Context: an optimization exercise on an open-source flow, tuned for small area. The choices shown serve that exercise and are no tape-out recipe.
The RTL was checked by simulation tests, not by an equivalence proof against the original design.
Power and IR drop assume default switching activity.

==> job 1141: inputs <==
==> flow/design.v <==
module nvj_frm (
    input  wire        clk,
    input  wire        rst,
    input  wire        cmd_valid,
    input  wire [7:0]  cmd_code,
    input  wire [16:0] cmd_arg,
    output wire        cmd_ready,
    output wire        tx_valid,
    output wire [7:0]  tx_data,
    input  wire        tx_ready,
    output wire        busy,
    output reg         err_code
);
    localparam [3:0] B0 = 4'b0000, B1 = 4'b0001, B2 = 4'b0010, B3 = 4'b0011,
                     B4 = 4'b1000, B5 = 4'b0100, B6 = 4'b0101, B7 = 4'b0110,
                     B8 = 4'b0111, B9 = 4'b1001, IDLE = 4'b1100;
    reg [3:0]  st;
    reg        c_rst;      
    reg        c_play;     
    reg [15:0] p;
    wire is_rst  = (cmd_code == 8'h0C);
    wire is_vol  = (cmd_code == 8'h06);
    wire is_play = (cmd_code == 8'h03);
    wire code_ok = is_rst | is_vol | is_play;
    wire f_busy = !(st[3] && st[2]);
    assign cmd_ready = !f_busy;
    assign tx_valid  = f_busy;
    assign busy      = f_busy;
    wire        neg   = cmd_arg[16];
    wire        zero  = (cmd_arg[15:0] == 16'd0);
    wire        big   = (cmd_arg[15:5] != 11'd0) || (cmd_arg[4:0] == 5'd31);
    reg  [15:0] param;
    always @(*) begin
        if (is_play)     param = (neg || zero) ? 16'd1 : cmd_arg[15:0];
        else if (is_vol) param = neg ? 16'd0 : big ? 16'd30 : {11'd0, cmd_arg[4:0]};
        else             param = 16'd0;
    end
    wire [7:0] code = {4'h0, c_rst, !c_play, !c_rst, c_play};
    wire       c_vol = !c_rst && !c_play;
    wire [7:0] a = {p[15:12], p[11] | c_rst, p[10], p[9] | c_vol, p[8] | !c_play};
    wire [8:0] uc;
    wire [7:0] u;
    assign uc[0] = 1'b1;
    genvar i;
    generate
        for (i = 0; i < 8; i = i + 1) begin : g_u
            assign u[i]    = a[i] ^ p[i] ^ uc[i];
            assign uc[i+1] = (a[i] & p[i]) | (uc[i] & (a[i] ^ p[i]));
        end
    endgenerate
    wire [9:0] c;
    wire [9:0] t;
    assign t[0] = u[0];
    assign t[1] = ~u[1];
    assign t[2] = ~(u[2] ^ u[1]);
    assign c[3] = u[2] | u[1];
    generate
        for (i = 3; i < 8; i = i + 1) begin : g_t
            assign t[i]   = u[i] ^ c[i];
            assign c[i+1] = u[i] & c[i];
        end
    endgenerate
    assign t[8] = ~(uc[8] ^ c[8]);
    assign t[9] = uc[8] | c[8];
    wire [7:0] ch = {6'b111111, ~t[9:8]};
    wire [7:0] cl = ~t[7:0];
    wire i3 = st[3], i2 = st[2], i1 = st[1], i0 = st[0];
    wire blk_a = !i3 && !i2;         
    wire blk_v = !i3 &&  i2;         
    wire blk_x =  i3 && !i2;         
    wire s5 = blk_v && !i1 && !i0;
    wire s6 = blk_v && !i1 &&  i0;
    wire s7 = blk_v &&  i1 && !i0;
    wire s8 = blk_v &&  i1 &&  i0;
    wire s3 = blk_a &&  i1 &&  i0;
    wire s01 = blk_a && !i1;         
    wire s9 = blk_x && i0;           
    wire s2 = blk_a && i1 && !i0;    
    wire [7:0] cst;
    assign cst[7] = (s01 && i0) || s9;
    assign cst[6] = s01 || s9;
    assign cst[5] = s01 || s9;
    assign cst[4] = s01;
    assign cst[3] = s01 || s9 || (s3 && c_rst);
    assign cst[2] = s01 || s9 || s2 || (s3 && !c_play);
    assign cst[1] = s01 || s9 || s2 || (s3 && !c_rst);
    assign cst[0] = (s01 && i0) || s9 || (s3 && c_play);
    assign tx_data = cst | ({8{s5}} & p[15:8]) | ({8{s6}} & p[7:0]) |
                     ({8{s7}} & ch) | ({8{s8}} & cl);
    wire [3:0] nxt = i3        ? {i0, 1'b1, 1'b0, 1'b0} :
                     (i1 & i0) ? {1'b1, 1'b0, 1'b0, i2} :
                                 {1'b0, i2, i1 ^ i0, !i0};
    always @(posedge clk) begin
        if (!f_busy) begin
            p      <= param;
            c_rst  <= is_rst;
            c_play <= is_play;
        end
    end
    always @(posedge clk) begin
        if (rst) begin
            st       <= IDLE;
            err_code <= 1'b0;
        end else if (f_busy) begin
            if (tx_ready) st <= nxt;
        end else if (cmd_valid) begin
            if (code_ok) st       <= B0;
            else         err_code <= 1'b1;
        end
    end
endmodule
module nvj_tpd #(
    parameter ID_MAX_BYTES = 10,
    parameter IDW          = 8 * ID_MAX_BYTES
) (
    input  wire           clk,
    input  wire           rst,
    input  wire           smp_valid,
    input  wire           smp_present,
    input  wire [3:0]     smp_len,
    input  wire [IDW-1:0] smp_id,
    output wire           ev_valid,
    output wire           ev_kind,
    output wire [3:0]     ev_len,
    output wire [IDW-1:0] ev_id,
    output wire           present,
    output reg            err_len
);
    reg           d_present;
    reg           d_ev;
    reg [3:0]     d_len;
    reg [IDW-1:0] d_id;
    wire len_ok = (smp_len != 4'd0) && (smp_len <= ID_MAX_BYTES);
    wire [3:0] l = d_len;
    wire [ID_MAX_BYTES-1:0] below;
    assign below[0] = 1'b1;
    assign below[1] = l[3] | l[2] | l[1];
    assign below[2] = l[3] | l[2] | (l[1] & l[0]);
    assign below[3] = l[3] | l[2];
    assign below[4] = l[3] | (l[2] & (l[1] | l[0]));
    assign below[5] = l[3] | (l[2] & l[1]);
    assign below[6] = l[3] | (l[2] & l[1] & l[0]);
    assign below[7] = l[3];
    assign below[8] = l[3] & (l[1] | l[0]);
    assign below[9] = l[3] & l[1];
    reg diff;
    integer k;
    always @(*) begin
        diff = (d_len != smp_len);
        for (k = 0; k < ID_MAX_BYTES; k = k + 1)
            if (below[k] && d_id[8*k +: 8] != smp_id[8*k +: 8]) diff = 1'b1;
    end
    wire load = smp_valid && smp_present && len_ok;
    always @(posedge clk) begin
        if (load) begin
            d_len <= smp_len;
            d_id  <= smp_id;
        end
    end
    always @(posedge clk) begin
        if (rst) begin
            d_present <= 1'b0;
            d_ev      <= 1'b0;
            err_len   <= 1'b0;
        end else begin
            d_ev <= smp_valid && (smp_present ? (len_ok && (!d_present || diff)) : d_present);
            if (smp_valid) begin
                if (!smp_present)  d_present <= 1'b0;
                else if (len_ok)   d_present <= 1'b1;
                else               err_len   <= 1'b1;
            end
        end
    end
    assign present  = d_present;
    assign ev_valid = d_ev;
    assign ev_kind  = d_ev && !d_present;
    assign ev_len   = d_ev ? d_len : 4'd0;
    genvar b;
    generate
        for (b = 0; b < ID_MAX_BYTES; b = b + 1) begin : g_out
            wire en = d_ev && below[b];
            assign ev_id[8*b +: 8] = en ? d_id[8*b +: 8] : 8'h00;
        end
    endgenerate
endmodule
module nvj_fd (
    input  wire        clk,
    input  wire        rst,
    input  wire        cmd_valid,
    input  wire [7:0]  cmd_code,
    input  wire [16:0] cmd_arg,
    output wire        cmd_ready,
    output wire        tx_valid,
    output wire [7:0]  tx_data,
    input  wire        tx_ready,
    input  wire        smp_valid,
    input  wire        smp_present,
    input  wire [3:0]  smp_len,
    input  wire [79:0] smp_id,
    output wire        ev_valid,
    output wire        ev_kind,
    output wire [3:0]  ev_len,
    output wire [79:0] ev_id,
    output wire [3:0]  status
);
    wire f_busy, err_code, d_present, err_len;
    nvj_frm u_frm (
        .clk(clk), .rst(rst),
        .cmd_valid(cmd_valid), .cmd_code(cmd_code), .cmd_arg(cmd_arg),
        .cmd_ready(cmd_ready),
        .tx_valid(tx_valid), .tx_data(tx_data), .tx_ready(tx_ready),
        .busy(f_busy), .err_code(err_code)
    );
    nvj_tpd #(.ID_MAX_BYTES(10)) u_tpd (
        .clk(clk), .rst(rst),
        .smp_valid(smp_valid), .smp_present(smp_present),
        .smp_len(smp_len), .smp_id(smp_id),
        .ev_valid(ev_valid), .ev_kind(ev_kind), .ev_len(ev_len), .ev_id(ev_id),
        .present(d_present), .err_len(err_len)
    );
    assign status = {d_present, f_busy, err_len, err_code};
endmodule
==> flow/flow/run.sh <==
#!/bin/bash
# Layout flow: the standard synthesis; an area re-mapping of its
# combinational logic (the registers, their names and cell types are kept;
# the result is used only if Yosys proves it equivalent to the standard
# netlist and it is smaller); then the standard ORFS layout with 1x port
# buffers and a clock tree without dummy loads.
# Each tool's output goes to a log of its own in this folder.
set -euo pipefail
HERE=$(pwd)
F=$HERE/flow
LIB=$FLOW_HOME/platforms/sky130hd/lib/sky130_fd_sc_hd__tt_025C_1v80.lib
R=$HERE/orfs/results/sky130hd/nvj_fd/base
YOSYS=$FLOW_HOME/../tools/install/yosys/bin/yosys
command -v yosys > /dev/null && YOSYS=$(command -v yosys)
KNOBS=(
  "BUFFER_PORTS_ARGS=-buffer_cell sky130_fd_sc_hd__buf_1"
  "CTS_ARGS=-sink_clustering_enable -repair_clock_nets -dont_use_dummy_load -buf_list {sky130_fd_sc_hd__clkbuf_8} -sink_clustering_size 50 -sink_clustering_max_diameter 100"
)

bash standard.sh "${KNOBS[@]}" synth > synth.log 2>&1

D=$HERE/resyn
mkdir -p $D
python3 $F/libfilt.py $LIB $D > libfilt.log 2>&1
cp $R/1_2_yosys.v $D/std.v

area() { awk '/Chip area/ {print $NF}' "$1"; }

# Area of the standard netlist.
cat > $D/std.ys <<EOF
read_liberty -lib $LIB
read_verilog $D/std.v
hierarchy -top nvj_fd
tee -o $D/std.stat stat -liberty $LIB
EOF
$YOSYS -s $D/std.ys > resyn_std.log 2>&1
best=$D/std.v
best_area=$(area $D/std.stat)

cur=$D/std.v
for i in 1 2; do
  cat > $D/r$i.ys <<EOF
read_liberty $D/comb.lib
read_liberty -lib -ignore_redef $LIB
read_verilog $cur
hierarchy -top nvj_fd
flatten
rename -hide w:_*_.*
opt_clean -purge
abc -liberty $D/small.lib -script $F/area.abc
setundef -zero
splitnets
opt_clean -purge
hilomap -singleton -hicell sky130_fd_sc_hd__conb_1 HI -locell sky130_fd_sc_hd__conb_1 LO
insbuf -buf sky130_fd_sc_hd__buf_1 A X
check -assert -mapped
tee -o $D/r$i.stat stat -liberty $LIB
write_verilog -noattr -nohex -nodec $D/r$i.v
EOF
  if ! $YOSYS -s $D/r$i.ys > resyn_r$i.log 2>&1; then break; fi
  # Prove the re-mapped netlist equivalent to the standard one.
  cat > $D/e$i.ys <<EOF
read_liberty -ignore_miss_func $LIB
read_verilog $D/std.v
rename nvj_fd gold
read_verilog $D/r$i.v
rename nvj_fd gate
hierarchy -check
flatten gold gate
opt_clean
equiv_make gold gate equiv
hierarchy -top equiv
equiv_simple -seq 2
equiv_induct -seq 2
equiv_status -assert
EOF
  if ! $YOSYS -s $D/e$i.ys > resyn_e$i.log 2>&1; then break; fi
  a=$(area $D/r$i.stat)
  if awk -v a="$a" -v b="$best_area" 'BEGIN { exit !(a < b) }'; then
    best=$D/r$i.v
    best_area=$a
  fi
  cur=$D/r$i.v
done
echo "netlist: $best ($best_area um2)" > resyn.log

if [ "$best" != "$D/std.v" ]; then
  cp $best $R/1_2_yosys.v
  touch $R/1_2_yosys.v
fi

bash standard.sh "${KNOBS[@]}" finish > finish.log 2>&1
==> flow/flow/area.abc <==
strash
&get -n
&st
&dch -f
&nf -a -R 1000
&put
==> flow/flow/libfilt.py <==
import re, sys
# usage: libfilt.py in.lib outdir
# Writes outdir/comb.lib (plain combinational logic cells, used as functional
# models) and outdir/small.lib (their smallest drive strengths, the cells
# the area re-mapping may use). Sequential, clock, delay, tap and
# low-power cells are left out.
src = open(sys.argv[1]).read()
keep_re = re.compile(r'^sky130_fd_sc_hd__(a\d+[a-z0-9]*|o\d+[a-z0-9]*|and\d[a-z]*|or\d[a-z]*|nand\d[a-z]*|nor\d[a-z]*|xor\d|xnor\d|inv|buf|mux2i?|mux4|maj3|fa|ha)_\d+$')
m = re.search(r'\n\s*cell\s*\(', src)
head = src[:m.start()]
rx = re.compile(r'\n\s*cell\s*\(\s*"?([A-Za-z0-9_]+)"?\s*\)\s*\{')
cells = []
pos = m.start()
while True:
    m = rx.search(src, pos)
    if not m:
        break
    depth = 0
    j = m.end() - 1
    while True:
        c = src[j]
        if c == '{':
            depth += 1
        elif c == '}':
            depth -= 1
            if depth == 0:
                break
        j += 1
    block = src[m.start():j + 1]
    name = m.group(1)
    if keep_re.match(name) and not re.search(r'\b(ff|latch|statetable)\s*\(', block) \
            and 'dont_use : true' not in block:
        cells.append((name, block))
    pos = j + 1
def write(fn, keep):
    with open(fn, 'w') as f:
        f.write(head + ''.join(b for n, b in cells if keep(n)) + '\n}\n')
write(sys.argv[2] + '/comb.lib', lambda n: True)
write(sys.argv[2] + '/small.lib',
      lambda n: re.search(r'_(0|1)$', n) and not re.search(r'__(fa|ha)_', n))
print(len(cells), 'combinational cells')
==> flow/standard.sh <==
#!/bin/bash
# synth_recipe.tcl (not shown) runs the flow's synth.tcl, then flattens the netlist and writes it again
# the make line also repeats each setting of config.mk as NAME=value (left out here)
make -C /OpenROAD-flow-scripts/flow DESIGN_CONFIG=/design/flow/config.mk WORK_HOME=/design/flow/orfs CLKGATE_MAP_FILE= SYNTH_SCRIPT=/design/flow/synth_recipe.tcl "${@:-finish}"
==> flow/config.mk <==
export PLATFORM = sky130hd
export DESIGN_NAME = nvj_fd
export DESIGN_NICKNAME = nvj_fd
export VERILOG_FILES = /design/flow/design.v
export SDC_FILE = /design/flow/constraint.sdc
export NUM_CORES = 4
export LEC_CHECK = 0
export CAP_MARGIN = 20
export CORE_MARGIN = 2
export CORE_UTILIZATION = 40
export PLACE_DENSITY = 0.6
export SLEW_MARGIN = 20
==> flow/constraint.sdc <==
create_clock -name core_clock -period 10.0 [get_ports {clk}]
set_input_delay 2.0000 -clock core_clock [delete_from_list [all_inputs] [get_ports {clk}]]
set_output_delay 2.0000 -clock core_clock [all_outputs]
set_load 0.01 [all_outputs]
==> job 5132: changes against job 1141 <==
--- a/flow/design.v
+++ b/flow/design.v
@@ -17,5 +17,4 @@
     reg [3:0]  st;
-    reg        c_rst;      
     reg        c_play;     
-    reg [15:0] p;
+    reg [15:0] p;          
     wire is_rst  = (cmd_code == 8'h0C);
@@ -37,5 +36,7 @@
     end
+    wire       c_rst = p[15] && !c_play;
+    wire [7:0] ph    = {p[15] && c_play, p[14:8]};
     wire [7:0] code = {4'h0, c_rst, !c_play, !c_rst, c_play};
     wire       c_vol = !c_rst && !c_play;
-    wire [7:0] a = {p[15:12], p[11] | c_rst, p[10], p[9] | c_vol, p[8] | !c_play};
+    wire [7:0] a = {ph[7:4], ph[3] | c_rst, ph[2], ph[1] | c_vol, ph[0] | !c_play};
     wire [8:0] uc;
@@ -87,3 +88,3 @@
     assign cst[0] = (s01 && i0) || s9 || (s3 && c_play);
-    assign tx_data = cst | ({8{s5}} & p[15:8]) | ({8{s6}} & p[7:0]) |
+    assign tx_data = cst | ({8{s5}} & ph) | ({8{s6}} & p[7:0]) |
                      ({8{s7}} & ch) | ({8{s8}} & cl);
@@ -94,4 +95,3 @@
         if (!f_busy) begin
-            p      <= param;
-            c_rst  <= is_rst;
+            p      <= {param[15] | is_rst, param[14:0]};
             c_play <= is_play;
--- a/flow/flow/run.sh
+++ b/flow/flow/run.sh
@@ -39,5 +39,7 @@
 
+for S in area area2 area3; do
 cur=$D/std.v
-for i in 1 2; do
-  cat > $D/r$i.ys <<EOF
+for i in 1 2 3; do
+  n=${S}_$i
+  cat > $D/$n.ys <<EOF
 read_liberty $D/comb.lib
@@ -49,3 +51,4 @@
 opt_clean -purge
-abc -liberty $D/small.lib -script $F/area.abc
+abc -liberty $D/small.lib -script $F/$S.abc
+read_liberty -lib -ignore_redef $LIB
 setundef -zero
@@ -56,8 +59,8 @@
 check -assert -mapped
-tee -o $D/r$i.stat stat -liberty $LIB
-write_verilog -noattr -nohex -nodec $D/r$i.v
+tee -o $D/$n.stat stat -liberty $LIB
+write_verilog -noattr -nohex -nodec $D/$n.v
 EOF
-  if ! $YOSYS -s $D/r$i.ys > resyn_r$i.log 2>&1; then break; fi
+  if ! $YOSYS -s $D/$n.ys > resyn_$n.log 2>&1; then break; fi
   # Prove the re-mapped netlist equivalent to the standard one.
-  cat > $D/e$i.ys <<EOF
+  cat > $D/e_$n.ys <<EOF
 read_liberty -ignore_miss_func $LIB
@@ -65,3 +68,3 @@
 rename nvj_fd gold
-read_verilog $D/r$i.v
+read_verilog $D/$n.v
 rename nvj_fd gate
@@ -69,2 +72,3 @@
 flatten gold gate
+rename -hide w:_*
 opt_clean
@@ -76,9 +80,10 @@
 EOF
-  if ! $YOSYS -s $D/e$i.ys > resyn_e$i.log 2>&1; then break; fi
-  a=$(area $D/r$i.stat)
+  if ! $YOSYS -s $D/e_$n.ys > resyn_e_$n.log 2>&1; then break; fi
+  a=$(area $D/$n.stat)
   if awk -v a="$a" -v b="$best_area" 'BEGIN { exit !(a < b) }'; then
-    best=$D/r$i.v
+    best=$D/$n.v
     best_area=$a
   fi
-  cur=$D/r$i.v
+  cur=$D/$n.v
+done
 done
==> flow/flow/area2.abc (new file) <==
strash
drwsat
&get -n
&st
&dch -f
&nf -a -R 1000
&put
==> flow/flow/area3.abc (new file) <==
&get -n; &st; &dch; &nf -R 1000; &put; topo; dnsize
--- a/flow/flow/libfilt.py
+++ b/flow/flow/libfilt.py
@@ -7,3 +7,3 @@
 src = open(sys.argv[1]).read()
-keep_re = re.compile(r'^sky130_fd_sc_hd__(a\d+[a-z0-9]*|o\d+[a-z0-9]*|and\d[a-z]*|or\d[a-z]*|nand\d[a-z]*|nor\d[a-z]*|xor\d|xnor\d|inv|buf|mux2i?|mux4|maj3|fa|ha)_\d+$')
+keep_re = re.compile(r'^sky130_fd_sc_hd__(a\d+[a-z0-9]*|o\d+[a-z0-9]*|and\d[a-z]*|or\d[a-z]*|nand\d[a-z]*|nor\d[a-z]*|xor\d|xnor\d|inv|buf|clkbuf|clkinv|mux2i?|mux4|maj3|fa|ha)_\d+$')
 m = re.search(r'\n\s*cell\s*\(', src)
Settings changed: CAP_MARGIN 20 to 0, CORE_UTILIZATION 40 to 72, PLACE_DENSITY 0.6 to 0.8, SLEW_MARGIN 20 to 0.
==> job 3182: changes against job 1141 <==
--- a/flow/flow/run.sh
+++ b/flow/flow/run.sh
@@ -39,5 +39,7 @@
 
+for S in area area2 area3; do
 cur=$D/std.v
-for i in 1 2; do
-  cat > $D/r$i.ys <<EOF
+for i in 1 2 3; do
+  n=${S}_$i
+  cat > $D/$n.ys <<EOF
 read_liberty $D/comb.lib
@@ -49,3 +51,4 @@
 opt_clean -purge
-abc -liberty $D/small.lib -script $F/area.abc
+abc -liberty $D/small.lib -script $F/$S.abc
+read_liberty -lib -ignore_redef $LIB
 setundef -zero
@@ -56,8 +59,8 @@
 check -assert -mapped
-tee -o $D/r$i.stat stat -liberty $LIB
-write_verilog -noattr -nohex -nodec $D/r$i.v
+tee -o $D/$n.stat stat -liberty $LIB
+write_verilog -noattr -nohex -nodec $D/$n.v
 EOF
-  if ! $YOSYS -s $D/r$i.ys > resyn_r$i.log 2>&1; then break; fi
+  if ! $YOSYS -s $D/$n.ys > resyn_$n.log 2>&1; then break; fi
   # Prove the re-mapped netlist equivalent to the standard one.
-  cat > $D/e$i.ys <<EOF
+  cat > $D/e_$n.ys <<EOF
 read_liberty -ignore_miss_func $LIB
@@ -65,3 +68,3 @@
 rename nvj_fd gold
-read_verilog $D/r$i.v
+read_verilog $D/$n.v
 rename nvj_fd gate
@@ -76,9 +79,10 @@
 EOF
-  if ! $YOSYS -s $D/e$i.ys > resyn_e$i.log 2>&1; then break; fi
-  a=$(area $D/r$i.stat)
+  if ! $YOSYS -s $D/e_$n.ys > resyn_e_$n.log 2>&1; then break; fi
+  a=$(area $D/$n.stat)
   if awk -v a="$a" -v b="$best_area" 'BEGIN { exit !(a < b) }'; then
-    best=$D/r$i.v
+    best=$D/$n.v
     best_area=$a
   fi
-  cur=$D/r$i.v
+  cur=$D/$n.v
+done
 done
==> flow/flow/area2.abc (new file) <==
strash
drwsat
&get -n
&st
&dch -f
&nf -a -R 1000
&put
==> flow/flow/area3.abc (new file) <==
&get -n; &st; &dch; &nf -R 1000; &put; topo; dnsize
--- a/flow/flow/libfilt.py
+++ b/flow/flow/libfilt.py
@@ -7,3 +7,3 @@
 src = open(sys.argv[1]).read()
-keep_re = re.compile(r'^sky130_fd_sc_hd__(a\d+[a-z0-9]*|o\d+[a-z0-9]*|and\d[a-z]*|or\d[a-z]*|nand\d[a-z]*|nor\d[a-z]*|xor\d|xnor\d|inv|buf|mux2i?|mux4|maj3|fa|ha)_\d+$')
+keep_re = re.compile(r'^sky130_fd_sc_hd__(a\d+[a-z0-9]*|o\d+[a-z0-9]*|and\d[a-z]*|or\d[a-z]*|nand\d[a-z]*|nor\d[a-z]*|xor\d|xnor\d|inv|buf|clkbuf|clkinv|mux2i?|mux4|maj3|fa|ha)_\d+$')
 m = re.search(r'\n\s*cell\s*\(', src)
Settings changed: CAP_MARGIN 20 to 0, CORE_UTILIZATION 40 to 65, PLACE_DENSITY 0.6 to 0.75, SLEW_MARGIN 20 to 0.
==> results by group <==
Global route
  • GR Layer Usage met2: ~60%

Routing
  • Metal2 WL: about 7500 µm
  • Starting DRC count in detailed routing: 433
  • Routed Wire Length: about 15,000 µm

Placement
  • DPL Wire Length: between 10,000 and 15,000 µm

Floorplan
  • Core area: approximately 7700 µm²
  • Die height: 93.44 µm

Min path
  • Start point of the worst hold path: u_tpd.err_len

Status
  • Status: no timing/DRC/antenna violations

Setup path
  • Reg2Reg Launch Point: u_tpd.d_len[3]
  • Slowest cell delay on critical path: 0.46 ns
  • CP max FO: 6

Layout
  • Post-Layout Cell Count: about 830
  • Bufs w/o clock: 214
  • Commonest cells after routing, fill and taps aside: buf_1 (214), edfxtp_1 (101), and2_0 (63)

Pwr
  • Lkg Pwr: 2.254 nW
(the above is from job 5132)
==> results by group <==
Status
  • Status: no timing/DRC/antenna violations

Layout
  • Bufs w/o clock: 214
  • Commonest cells after routing, fill and taps aside: buf_1 (214), edfxtp_1 (102), and2_1 (79)
  • Post-Layout Cell Count: roughly 830
  • Antenna cells: 0

Setup path
  • Reg2Reg Launch Point: u_tpd.d_len[0]
  • CP max FO: 4

Routing
  • Starting DRC count in detailed routing: 241
  • Metal2 WL: between 6000 and 7000 µm

Placement
  • DPL Wire Length: 10,490 µm

Floorplan
  • Core area: between 9000 and 10,000 µm²
  • Die height: 100.4 µm

Pwr
  • Lkg Pwr: 2.450 nW

Min path
  • Start point of the worst hold path: u_frm.err_code

Global route
  • GR Layer Usage met2: 44.40%
(the above is from job 3182)
==> results by group <==
Placement
  • DPL Wire Length: 11,600 µm

Setup path
  • CP max FO: 4
  • Slowest cell delay on critical path: 0.44 ns
  • Reg2Reg Launch Point: u_tpd.d_len[0]

Routing
  • Metal2 WL: 6823 µm
  • Starting DRC count in detailed routing: 161
  • Routed Wire Length: 14,790 µm

Layout
  • Bufs w/o clock: 216
  • Commonest cells after routing, fill and taps aside: buf_1 (214), edfxtp_1 (102), and2_1 (79)
  • Post-Layout Cell Count: 904

Status
  • Status: no timing/DRC/antenna violations

Pwr
  • Lkg Pwr: around 2.5 nW
(the above is from job 1141)

[static timing again, ports no longer ideal]
The flow's constraints put no driver on any port. The routed layouts listed below were extracted and timed again, unchanged, in two steps. Step 1 sets driving cells, clkbuf_16 on the clock port and buf_2 on the other inputs (assumed; they add their load-dependent delay and slew). Step 2 times the ports against the registers' clock, not the clock port: input delays grow and output delays shrink by t, the midpoint of the rising clock arrivals with the driver on. Three values: no drivers, after step 1, after step 2; two values: the first two.
run | t, ns | setup WS [ns] | worst setup path at the end | worst register clock-pin slew, ns | cell pins on the clock port's net
job 1141 | 0.401 | 2.802 / 2.764 / 3.165 | register to output | 0.11 / 0.11 | 1
job 5132 | 0.396 | 2.790 / 2.755 / 3.151 | register to output | 0.12 / 0.12 | 1
job 3182 | 0.388 | 2.806 / 2.774 / 3.162 | register to output | 0.11 / 0.11 | 1
After both steps every run listed still meets setup and hold.
